What follows belongs to an exercise in optimizing a design on an open flow for small area, a short achievable clock period and few clock cycles; a production flow would make more cautious choices.
The RTL was checked by simulation tests, not by an equivalence proof against the original design.
Power and IR drop assume default switching activity.

==> flow/config.mk <==
export PLATFORM = sky130hd
export DESIGN_NAME = btc_framer
export DESIGN_NICKNAME = btc_framer
export VERILOG_FILES = /design/flow/design.v
export SDC_FILE = /design/flow/constraint.sdc
export NUM_CORES = 4
export LEC_CHECK = 0
export CAP_MARGIN = 30
export CORE_MARGIN = 2
export CORE_UTILIZATION = 40
export CTS_CLUSTER_DIAMETER = 100
export CTS_CLUSTER_SIZE = 30
export SLEW_MARGIN = 20
==> flow/constraint.sdc <==
create_clock -name core_clock -period 14.0 [get_ports {clk}]
set_input_delay 2.8000 -clock core_clock [delete_from_list [all_inputs] [get_ports {clk}]]
set_output_delay 2.8000 -clock core_clock [all_outputs]
set_load 0.01 [all_outputs]
==> flow/design.v <==
module btc_framer (
    input  wire         clk,
    input  wire         rst,
    input  wire         cmd_valid,
    output wire         cmd_ready,
    input  wire         cmd_op,
    input  wire [7:0]   cmd_byte,
    output reg          pkt_valid,
    output reg          pkt_is_state,
    output wire [143:0] pkt_data,
    output wire [6:0]   rb_cnt
);
    localparam C = 64;
    reg [8*C-1:0] d;         
    reg [C-1:3]   flag;      
    reg [6:0]     cnt;
    reg           ready;
    reg           look;      
    reg           again;     
    reg [7:0]     wsum;      
    reg [3:0]     ing;       
    reg           nxt_ok;    
    reg [5:0]     nxt_s;     
    reg           nxt_st;    
    reg [127:0]   pd;        
    reg           pkt_is_ev;
    assign cmd_ready = ready;
    assign rb_cnt    = cnt;
    assign pkt_data  = {pd, 1'b0, 1'b1, pkt_is_ev, pkt_is_state, 1'b0, 1'b1, pkt_is_ev, pkt_is_state,
                            1'b1, 1'b0, 1'b1, pkt_is_ev, 1'b1, 1'b0, 1'b1, pkt_is_ev};
    integer j;
    wire ingest   = cmd_valid & ~cmd_op & ready;
    wire dispatch = ((cmd_valid & cmd_op & ready) | again) & nxt_ok;
    wire [8*81-1:0] e0 = {d, 136'd0};
    wire [8*47-1:0] e1 = nxt_s[5] ? e0[8*32 +: 8*47] : e0[0 +: 8*47];
    wire [8*31-1:0] e2 = nxt_s[4] ? e1[8*16 +: 8*31] : e1[0 +: 8*31];
    wire [8*24-1:0] e3 = nxt_s[3] ? e2[8*8  +: 8*24] : e2[0 +: 8*24];
    wire [8*20-1:0] e4 = nxt_s[2] ? e3[8*4  +: 8*20] : e3[0 +: 8*20];
    wire [8*18-1:0] e5 = nxt_s[1] ? e4[8*2  +: 8*18] : e4[0 +: 8*18];
    wire [127:0]    y  = nxt_s[0] ? e5[8*1  +: 8*16] : e5[0 +: 8*16];
    wire [127:0] pwin;
    genvar g;
    generate
        for (g = 2; g < 18; g = g + 1) begin : gp
            if (g < 4)
                assign pwin[8*(g-2) +: 8] = y[8*(17-g) +: 8];
            else
                assign pwin[8*(g-2) +: 8] = y[8*(17-g) +: 8] & {8{nxt_st}};
        end
    endgenerate
    wire [6:0]   cnt_inc = (cnt == C) ? cnt : cnt + 7'd1;
    wire [6:0]   newcnt  = {1'b0, nxt_s} - (nxt_st ? 7'd17 : 7'd3);
    reg  [C-1:3] keep;
    always @(*)
        for (j = 3; j < C; j = j + 1)
            keep[j] = nxt_st ? (j + 17 < nxt_s) : (j + 3 < nxt_s);
    wire [C-1:3] flag_left = flag & keep;
    wire         more = |flag_left;
    wire ev_ok = (d[8*2 +: 8] == 8'hBB) && (d[8*1 +: 8] == 8'h66) &&
                 (d[8*0 +: 8] == cmd_byte) && (cnt >= 7'd3);
    wire st_ok = (d[8*16 +: 8] == 8'hAA) && (d[8*15 +: 8] == 8'h55) &&
                 (wsum == d[8*1 +: 8]) && (cnt >= 7'd17);
    reg [C-1:3] flag_sh;
    always @(*)
        for (j = 3; j < C; j = j + 1)
            flag_sh[j] = (j == 3) ? ev_ok : (j == 17) ? (flag[j-1] | st_ok) : flag[j-1];
    reg [C-2:3] above, hot;
    reg [5:0]   p_s, p_s1;
    reg         p_t;
    always @(*) begin
        above[C-2] = 1'b0;
        for (j = C-3; j >= 3; j = j - 1) above[j] = above[j+1] | flag[j+1];
        hot  = flag[C-2:3] & ~above;
        p_s  = 6'd0;
        p_s1 = 6'd0;
        p_t  = 1'b0;
        for (j = 3; j < C-1; j = j + 1) begin
            p_s  = p_s  | ({6{hot[j]}} & j[5:0]);
            p_s1 = p_s1 | ({6{hot[j]}} & (j[5:0] + 6'd1));
            p_t  = p_t  | (hot[j] & ~d[8*j+4]);
        end
    end
    wire p_any = |flag[C-2:3];
    wire       p_hi  = |flag[C-2:16];
    wire       p_win = p_hi | (p_any & ~st_ok);
    wire [5:0] s_ing = p_win ? p_s1 : (st_ok ? 6'd17 : 6'd3);
    wire       t_ing = p_win ? p_t : st_ok;
    wire       a_ing = p_any | st_ok | ev_ok;
    wire [5:0] s_hld = flag[C-1] ? 6'd63 : p_s;
    wire       t_hld = flag[C-1] ? ~d[8*(C-1)+4] : p_t;
    wire       a_hld = p_any | flag[C-1];
    always @(posedge clk) begin
        pd           <= pwin;
        pkt_is_state <= nxt_st;
        pkt_is_ev    <= ~nxt_st;
        if (ingest)
            d <= {d[8*C-9:0], cmd_byte};
        nxt_s  <= ingest ? s_ing : s_hld;
        nxt_st <= ingest ? t_ing : t_hld;
        if (rst) begin
            flag      <= {(C-3){1'b0}};
            cnt       <= 7'd0;
            ready     <= 1'b1;
            look      <= 1'b0;
            again     <= 1'b0;
            pkt_valid <= 1'b0;
            nxt_ok    <= 1'b0;
            wsum      <= 8'd0;
            ing       <= 4'd0;
        end else begin
            pkt_valid <= dispatch;
            look      <= dispatch & more;
            again     <= look;
            ready     <= ~(dispatch & more) & ~look;
            if (ingest) begin
                flag   <= flag_sh;
                cnt    <= cnt_inc;
                nxt_ok <= a_ing;
                wsum   <= wsum + ((ing > 4'd1) ? d[8*1 +: 8] : 8'd0)
                               - ((ing == 4'd15) ? d[8*14 +: 8] : 8'd0);
                if (ing != 4'd15) ing <= ing + 4'd1;
            end else if (dispatch) begin
                flag   <= flag_left;
                cnt    <= newcnt;
                nxt_ok <= 1'b0;
            end else begin
                nxt_ok <= a_hld;
            end
        end
    end
endmodule
==> flow/flow/run.sh <==
#!/bin/bash
set -o pipefail
MARGIN=$(cat flow/margin.txt)
bash standard.sh SETUP_SLACK_MARGIN=$MARGIN finish > flow_make.log 2>&1
==> flow/flow/margin.txt <==
10
==> flow/standard.sh <==
#!/bin/bash
# synth_recipe.tcl (not shown) runs the flow's synth.tcl, then flattens the netlist and writes it again
# the make line also repeats each setting of config.mk as NAME=value (left out here)
make -C /OpenROAD-flow-scripts/flow DESIGN_CONFIG=/design/flow/config.mk WORK_HOME=/design/flow/orfs CLKGATE_MAP_FILE= SYNTH_SCRIPT=/design/flow/synth_recipe.tcl "${@:-finish}"
==> flow_summary_export.csv, run 1 <==
group,metric,value,unit
global_route,first_global_vias,27166,
clocking,cts_buffers,31,
clocking,numClockSinks,720,
logic_synthesis,synth_seq_area_share,50.7,%
critical_path,cp_num_cells,6,
critical_path,worstPathArrival,4580,ps
flow_run,cap_violations,0,
floorplan,fp.dieH,313,um
sta,post-route-min-period,4060,ps
sta,slew_viol_final,0,
clocking,clock_latency,690,ps
critical_path,path_cells,"clkdlybuf4s50_1 -> or2_4 -> buf_4 -> clkinv_16 -> a2bb2oi_1 -> nor2_1",
route,drt-total-wl,127,mm
route,drtIter0Drc,3338,
floorplan,coreArea,0.0949,mm2
route,first_pass_iters,6,
pwr,irDropWorstVdd,0.130,mV
critical_path,crit_type,"input pin to register",
cells_and_area,fin_nets,3293,
critical_path,cpMaxStageDelayCell,"clkdlybuf4s50_1",
sta,final.setup.tns,0,ps
global_route,grt_max_degree,173,
floorplan,initial_core_util,40.4,%
floorplan,num_rows,113,
placement,hpwl,85.1,mm
route,avgRoutedWirePerCell,27.9,um
route,viasPerCell,6.23,
logic_synthesis,synthCells,3266,
sta,skew,55.4,ps
clocking,cts_tree,"yes",
global_route,grtUsageTotal,25.1,%
critical_path,crit_family,"buffers and inverters",
clocking,cts.path.max_buffers,3,
logic_synthesis,yosysWarningCount,2,
critical_path,crit_fanout,172,
sta,finalCritPeriodShare,29.0,%
sta,setup_viol,0,
sta,hold_viol,0,
route,drc_errors,0,
logic_synthesis,async_flop_share,0,%
placement,place_congestion,0.985,
global_route,antenna_found_initial,3,
placement,placedInstanceArea,0.0407,mm2
placement,dp_slack,7230,ps
critical_path,path_buf_inv,3,
clocking,clk_pin_slew,120,ps
cells_and_area,drive_gt1_share,20.8,%
cells_and_area,stdcell_area,0.0421,mm2
worst_hold_path,hold_path.class,"register to register",
pwr,power,0.00508,W
clocking,cts_hold_buf,0,
floorplan,io_pins,166,
logic_synthesis,yosysTopAreaCell,"edfxtp_1",
global_route,overflow,0,
critical_path,crit_required,14520,ps
cells_and_area,antenna_cells,0,
sta,slew-limit-headroom,32.5,%
logic_synthesis,synth_top_area_share,39.1,%
sta,max_freq,247,MHz
logic_synthesis,synth_cell_types,85,
sta,rsz0062_at_grt,"true",
critical_path,r2r_cells,8,
worst_hold_path,hold_depth,0,
logic_synthesis,synth_area_leaders,"edfxtp_1 (39%), dfxtp_1 (12%), mux4_2 (8.8%), mux2i_1 (8.2%), mux2_2 (3.9%)",
clocking,h-tree-depth,1,
outcome,status,"timing/DRC/antenna clean",
critical_path,start_kind,"input pin",
logic_synthesis,avgSynthCellArea,11.7,um2
sta,fin_ws,9940,ps
logic_synthesis,synth.ff_latch_count,720,
logic_synthesis,synth_edf_count,498,
cells_and_area,postLayoutCoreUtil,44.4,%
pwr,powerDensity,121,mW/mm2
cells_and_area,area_delta_synth_final,10.0,%
route,ant_nets,0,
route,vias,28334,
global_route,grt_pass1_wl,186,mm
sta,worst_pin_slew,1010,ps
logic_synthesis,syn_area,0.0383,mm2
placement,portBuffers,155,
critical_path,endpoint_kind,"register",
clocking,cts_root_buf,"clkbuf_16",
logic_synthesis,synth_ff_type,"edfxtp_1",
floorplan,die_x,313,um
floorplan,die_area,0.0982,mm2
pwr,p_leak,14.6,nW
critical_path,max_stage_delay,470,ps
-- path summary, 6_finish.rpt --
check,startpoint,endpoint,slack (ps)
hold reg to reg,d[431],d[439],440
setup / recovery,cmd_op,flag[33],9940
hold / removal,d[431],d[439],440
setup reg to reg,nxt_s[3],pd[1],10150
-- cells by family (layout without fill, tap and decap cells) --
family          count (synthesis)  after routing  share of synthesized area [%]
simple gates                  840            840                           10.6
flops                         720            720                           50.7
compound gates                697            698                           12.3
mux                           594            594                           20.9
buf+inv                       360            367                           3.96
xor+xnor                       29             29                          0.663
fa+ha+maj                      24             24                          0.941
other cells                     2             10                         0.0196
-- metal layers --
| layer | vias up | global-route usage (%) | part of all wire, % |
|---|---|---|---|
| met2 | 1360 | 36.9 | 43 |
| met1 | 14269 | 36.9 | 43 |
| li1 | 12496 | - | - |
| met4 | 0 | 8.49 | 3.8 |
| met3 | 209 | 5.03 | 9.7 |
| met5 | - | 0 | 0 |
-- registers in the layout, summed over array words and instances (netlist names) --
register      flops
wsum              8
ready             1
flag             61
d               498
cnt               7
look              1
ing               4
nxt_ok            1
pkt_valid         1
pkt_is_state      1
pkt_is_ev         1
nxt_s             6
pd              128
again             1
nxt_st            1
-- cell type report --
class                      count  area, um2
fill                        8778      52800
tap                         1265       1580
multi-input combinational   2195      17500
timing repair inverter         4       78.8
inverter                      64        287
clock inverter                11        155
clock buffer                  47        867
timing repair buffer         241       2080
sequential                   720      19500
-- layout by cell type, fill, tap and decap left out, drive strengths merged, types with 11 or more instances in the layout --
cell	synthesis	routed
a21oi	158	158
buf	136	218
nor4b	11	11
edfxtp	498	498
a22oi	15	15
o2bb2ai	72	72
o31ai	17	17
a221oi	22	22
and2	35	35
and3	19	19
nor2b	24	24
nor3b	12	12
nor4	31	31
o211ai	41	41
mux4	150	150
dfxtp	222	222
a31oi	17	17
mux2i	312	312
nand2	299	299
xor2	11	11
nand3	62	62
o22ai	14	14
inv	61	69
mux2	132	132
clkbuf	160	53
nand2b	16	16
ha	16	16
a211oi	45	45
o21ai	159	159
nor3	42	42
nand4	29	29
xnor2	18	18
nor2	210	210
o311ai	18	18
a221o	17	17
-- synthesized netlist by cell type (28+ instances only) --
master / number
a211oi_1: 44
nand2_1: 299
o2bb2ai_1: 72
mux2_2: 132
mux4_2: 150
nor3_1: 40
buf_1: 54
edfxtp_1: 498
o211ai_1: 41
clkbuf_1: 160
nand3_1: 62
nor2_1: 210
o21ai_0: 157
buf_2: 60
nand4_1: 28
a21oi_1: 158
inv_1: 57
and2_1: 35
mux2i_1: 312
dfxtp_1: 222
-- power breakdown --
group	leakage (nW)	total (W)	internal (W)	switching [W]
logic	7.92	0.00139	0.000552	0.000834
clock network	0.485	0.00117	0.000455	0.000712
registers	6.20	0.00253	0.00241	0.000116
total	14.6	0.00508	0.00342	0.00166
-- what timing repair did --
action / 4_1_cts / 5_1_grt
buffers inserted: 15 / 3
gates cloned: 15 / 2
gates resized for setup: 712 / 26
endpoints found under the setup margin: 810 / 90
pin swaps: 3 / 3
-- per-stage QoR --
stage / instances / hold slack [ps]
after floorplan: 3274 / 398
after global placement: 4448 / 423
after detailed placement: 4450 / 429
after CTS: 4538 / 433
after global routing: 4547 / 459
final: 4547 / 439
Testbench counts, summed over its fixed seeds: cycles 40,773.
==> inputs of run 2 (changes only) <==
--- a/flow/config.mk
+++ b/flow/config.mk
@@ -9,5 +9,3 @@
 export CORE_MARGIN = 2
 export CORE_UTILIZATION = 40
-export CTS_CLUSTER_DIAMETER = 100
-export CTS_CLUSTER_SIZE = 30
 export SLEW_MARGIN = 20
==> flow_summary_export.csv, run 2 <==
group,metric,value,unit
global_route,antenna_found_initial,1,
clocking,numClockSinks,720,
critical_path,start_kind,"register",
floorplan,initial_core_util,40.4,%
logic_synthesis,synth_most_common_cell,"edfxtp_1",
sta,setup_viol,0,
pwr,powerDensity,140,mW/mm2
critical_path,cp_num_cells,1,
global_route,overflow,0,
clocking,clock_latency,660,ps
floorplan,num_rows,113,
critical_path,r2r_slack,10150,ps
pwr,combPwrFrac,22.5,%
pwr,p_seq_share,41.1,%
logic_synthesis,synth_ff_type,"edfxtp_1",
route,drc_errors,0,
outcome,status,"timing/DRC/antenna clean",
route,ant_nets,0,
clocking,h-tree-depth,3,
logic_synthesis,synth_seq_area_share,50.7,%
cells_and_area,area_delta_synth_final,14.6,%
route,vias,28719,
cells_and_area,fin_nets,3341,
pwr,p_sw,0.00186,W
critical_path,path_buf_inv,1,
pwr,p_leak,15.4,nW
critical_path,max_stage_delay,410,ps
sta,hold_viol,0,
clocking,cts_buffers,80,
cells_and_area,largest_reg_flops,498,
route,drt-total-wl,129,mm
logic_synthesis,synth_area_leaders,"edfxtp_1 (39%), dfxtp_1 (12%), mux4_2 (8.8%), mux2i_1 (8.2%), mux2_2 (3.9%)",
pwr,switching_share,30.3,%
critical_path,endpoint_kind,"primary output",
placement,place_congestion,0.985,
logic_synthesis,synthCells,3266,
critical_path,cpMaxStageDelayCell,"dfxtp_4",
logic_synthesis,synth_cell_types,85,
critical_path,r2r_cells,9,
logic_synthesis,yosysTopAreaCell,"edfxtp_1",
route,avgRoutedWirePerCell,27.8,um
route,first_pass_iters,6,
critical_path,r2r_start,"nxt_s[4]",
route,viasPerCell,6.20,
pwr,p_int,0.00428,W
floorplan,fp.dieH,313,um
sta,rsz0062_at_grt,"true",
route,drtIter0Drc,3629,
cells_and_area,antenna_cells,0,
global_route,grtUsageTotal,25.6,%
critical_path,path_cells,"buf_6",
cells_and_area,drive_gt1_share,21.6,%
sta,skew,37.7,ps
logic_synthesis,synth_edf_count,498,
critical_path,startpoint,"pd[21]",
worst_hold_path,hold_path.class,"register to register",
global_route,grt_max_degree,173,
logic_synthesis,synth_common_cells,"edfxtp_1 (498), mux2i_1 (312), nand2_1 (299), dfxtp_1 (222), nor2_1 (210)",
logic_synthesis,async_flop_share,0,%
pwr,clkPwrFrac,36.4,%
sta,final.setup.tns,0,ps
logic_synthesis,avgSynthCellArea,11.7,um2
cells_and_area,fill_cells,8612,
sta,slew-limit-headroom,33.1,%
critical_path,crit_family,"flip-flops",
cells_and_area,layout_common_cells,"edfxtp_1 (498), mux2i_1 (312), nand2_1 (298)",
placement,portBuffers,155,
critical_path,crit_fanout,1,
clocking,clk_pin_slew,70,ps
worst_hold_path,hold_depth,0,
placement,hpwl,85.1,mm
logic_synthesis,synth.ff_latch_count,720,
sta,max_freq,250,MHz
global_route,first_global_vias,27829,
logic_synthesis,yosysWarningCount,2,
global_route,grt_pass1_wl,189,mm
cells_and_area,reg_top3,"d: 498 flops, pd: 128 flops, flag: 61 flops",
sta,finalCritPeriodShare,28.5,%
critical_path,worstPathArrival,1200,ps
clocking,cts.path.max_buffers,3,
sta,hold_slack,441,ps
sta,post-route-min-period,4000,ps
floorplan,die_x,313,um
critical_path,crit_required,11200,ps
logic_synthesis,syn_area,0.0383,mm2
floorplan,die_area,0.0982,mm2
critical_path,crit_type,"register to primary output",
clocking,cts_root_buf,"clkbuf_16",
sta,slew_viol_final,0,
cells_and_area,layout_commonest_cell,"edfxtp_1",
flow_run,cap_violations,0,
floorplan,coreArea,0.0949,mm2
clocking,cts_tree,"yes",
critical_path,worstSetupEndpoint,"pkt_data[37]",
critical_path,reg2reg_to,"pd[31]",
logic_synthesis,synth_top_area_share,39.1,%
sta,worst_pin_slew,1000,ps
pwr,irDropWorstVdd,0.0869,mV
floorplan,io_pins,166,
cells_and_area,largest-register,"d",
clocking,cts_hold_buf,0,
[run 2: cell counts after synthesis]
No cell type changed its count.
[run 2: kinds of logic (layout without fill, tap and decap cells)]
group                      after synthesis  count (layout)  share of synthesized area, %
AOI/OAI and AO/OA                      697             697                          12.3
buffers and inverters                  360             456                          3.96
adders and majority gates               24              24                         0.941
xor gates and xnor gates                29              29                         0.663
muxes                                  594             594                          20.9
DFF                                    720             720                          50.7
other                                    2              10                        0.0196
and+or+nand+nor                        840             840                          10.6
[run 2: layout make-up]
cell class	instances	area (um2)	share of cell area, %
clock buffer	99	2230	5.08
clock inverter	48	559	1.27
inverter	64	287	0.653
multi-input combinational	2194	17600	40.0
sequential	720	19500	44.4
tap	1265	1580	3.61
timing repair buffer	240	2090	4.76
timing repair inverter	5	93.8	0.214
[run 2: metrics by stage]
stage               setup slack, ps  cells  instance area (um2)  util [%]  total power (W)
floorplan                      8900   3274                38400         -          0.00342
global placement               7250   4448                40700      42.9          0.00394
detailed placement             7230   4450                40700      42.9          0.00394
CTS                            9970   4626                43700      46.1          0.00615
global route                   9980   4635                43900      46.2          0.00637
finish                        10000   4635                43900      46.2          0.00614
[run 2: per-layer routing]
metal  global-route usage (%)  vias to the layer above  part of all wire (%)
met5                        0                        -                     0
met4                     10.1                        0                   4.1
met3                     6.22                      245                    10
met2                     37.5                     1487                    43
met1                     36.6                    14354                    43
li1                         -                    12633                     -
[run 2: worst min-delay path by stage]
| stage | startpoint | endpoint | slack (ps) |
|---|---|---|---|
| detailed placement | d[458] | d[466] | 430 |
| floorplan | nxt_st | pkt_is_state | 400 |
| global placement | d[426] | d[434] | 420 |
| global route | d[456] | d[464] | 450 |
| CTS | d[389] | d[397] | 440 |
| finish | d[387] | d[395] | 440 |
[run 2: what timing repair did]
item                       CTS  global route
gates resized for setup    641            27
pin swaps                    5             5
setup endpoints to repair  809           212
gates cloned                14             1
buffers inserted            15             4
[run 2: power groups by stage]
| stage | clock (W) | sequential (W) | combinational [W] |
|---|---|---|---|
| floorplan | 0 | 0.00254 | 0.000882 |
| global placement | 0 | 0.00257 | 0.00137 |
| detailed placement | 0 | 0.00257 | 0.00137 |
| CTS | 0.00227 | 0.00253 | 0.00136 |
| global route | 0.00235 | 0.00254 | 0.00148 |
| finish | 0.00223 | 0.00252 | 0.00138 |

## port drivers added, routing unchanged
The flow's constraints put no driver on any port. The routed layouts listed below were extracted and timed again, unchanged, in two steps. Step 1: set_driving_cell puts a clkbuf_16 on clk and a buf_2 on each other input, an assumption about the parent block. Step 2, shift: input delay + t, output delay - t, t = (earliest + latest rising clock arrival at the registers) / 2. This alone moves slack from input paths to output paths. a / b / c = ideal / step 1 / step 2; a / b = the first two.
run	t (ns)	setup slack, ns	clock arrival spread, ns	slew at the worst register clock pin (ns)	worst data-port slew with drivers (ns)
run 1	0.730	9.944 / 9.902 / 9.246	0.059 / 0.060	0.12 / 0.12	0.04
run 2	0.708	10.004 / 9.939 / 9.408	0.039 / 0.038	0.07 / 0.07	0.04
After both steps setup and hold are still met in every run listed. For run 1, which loses most, drivers alone change the setup slack by -0.042 ns; drivers and shift together by -0.698 ns.
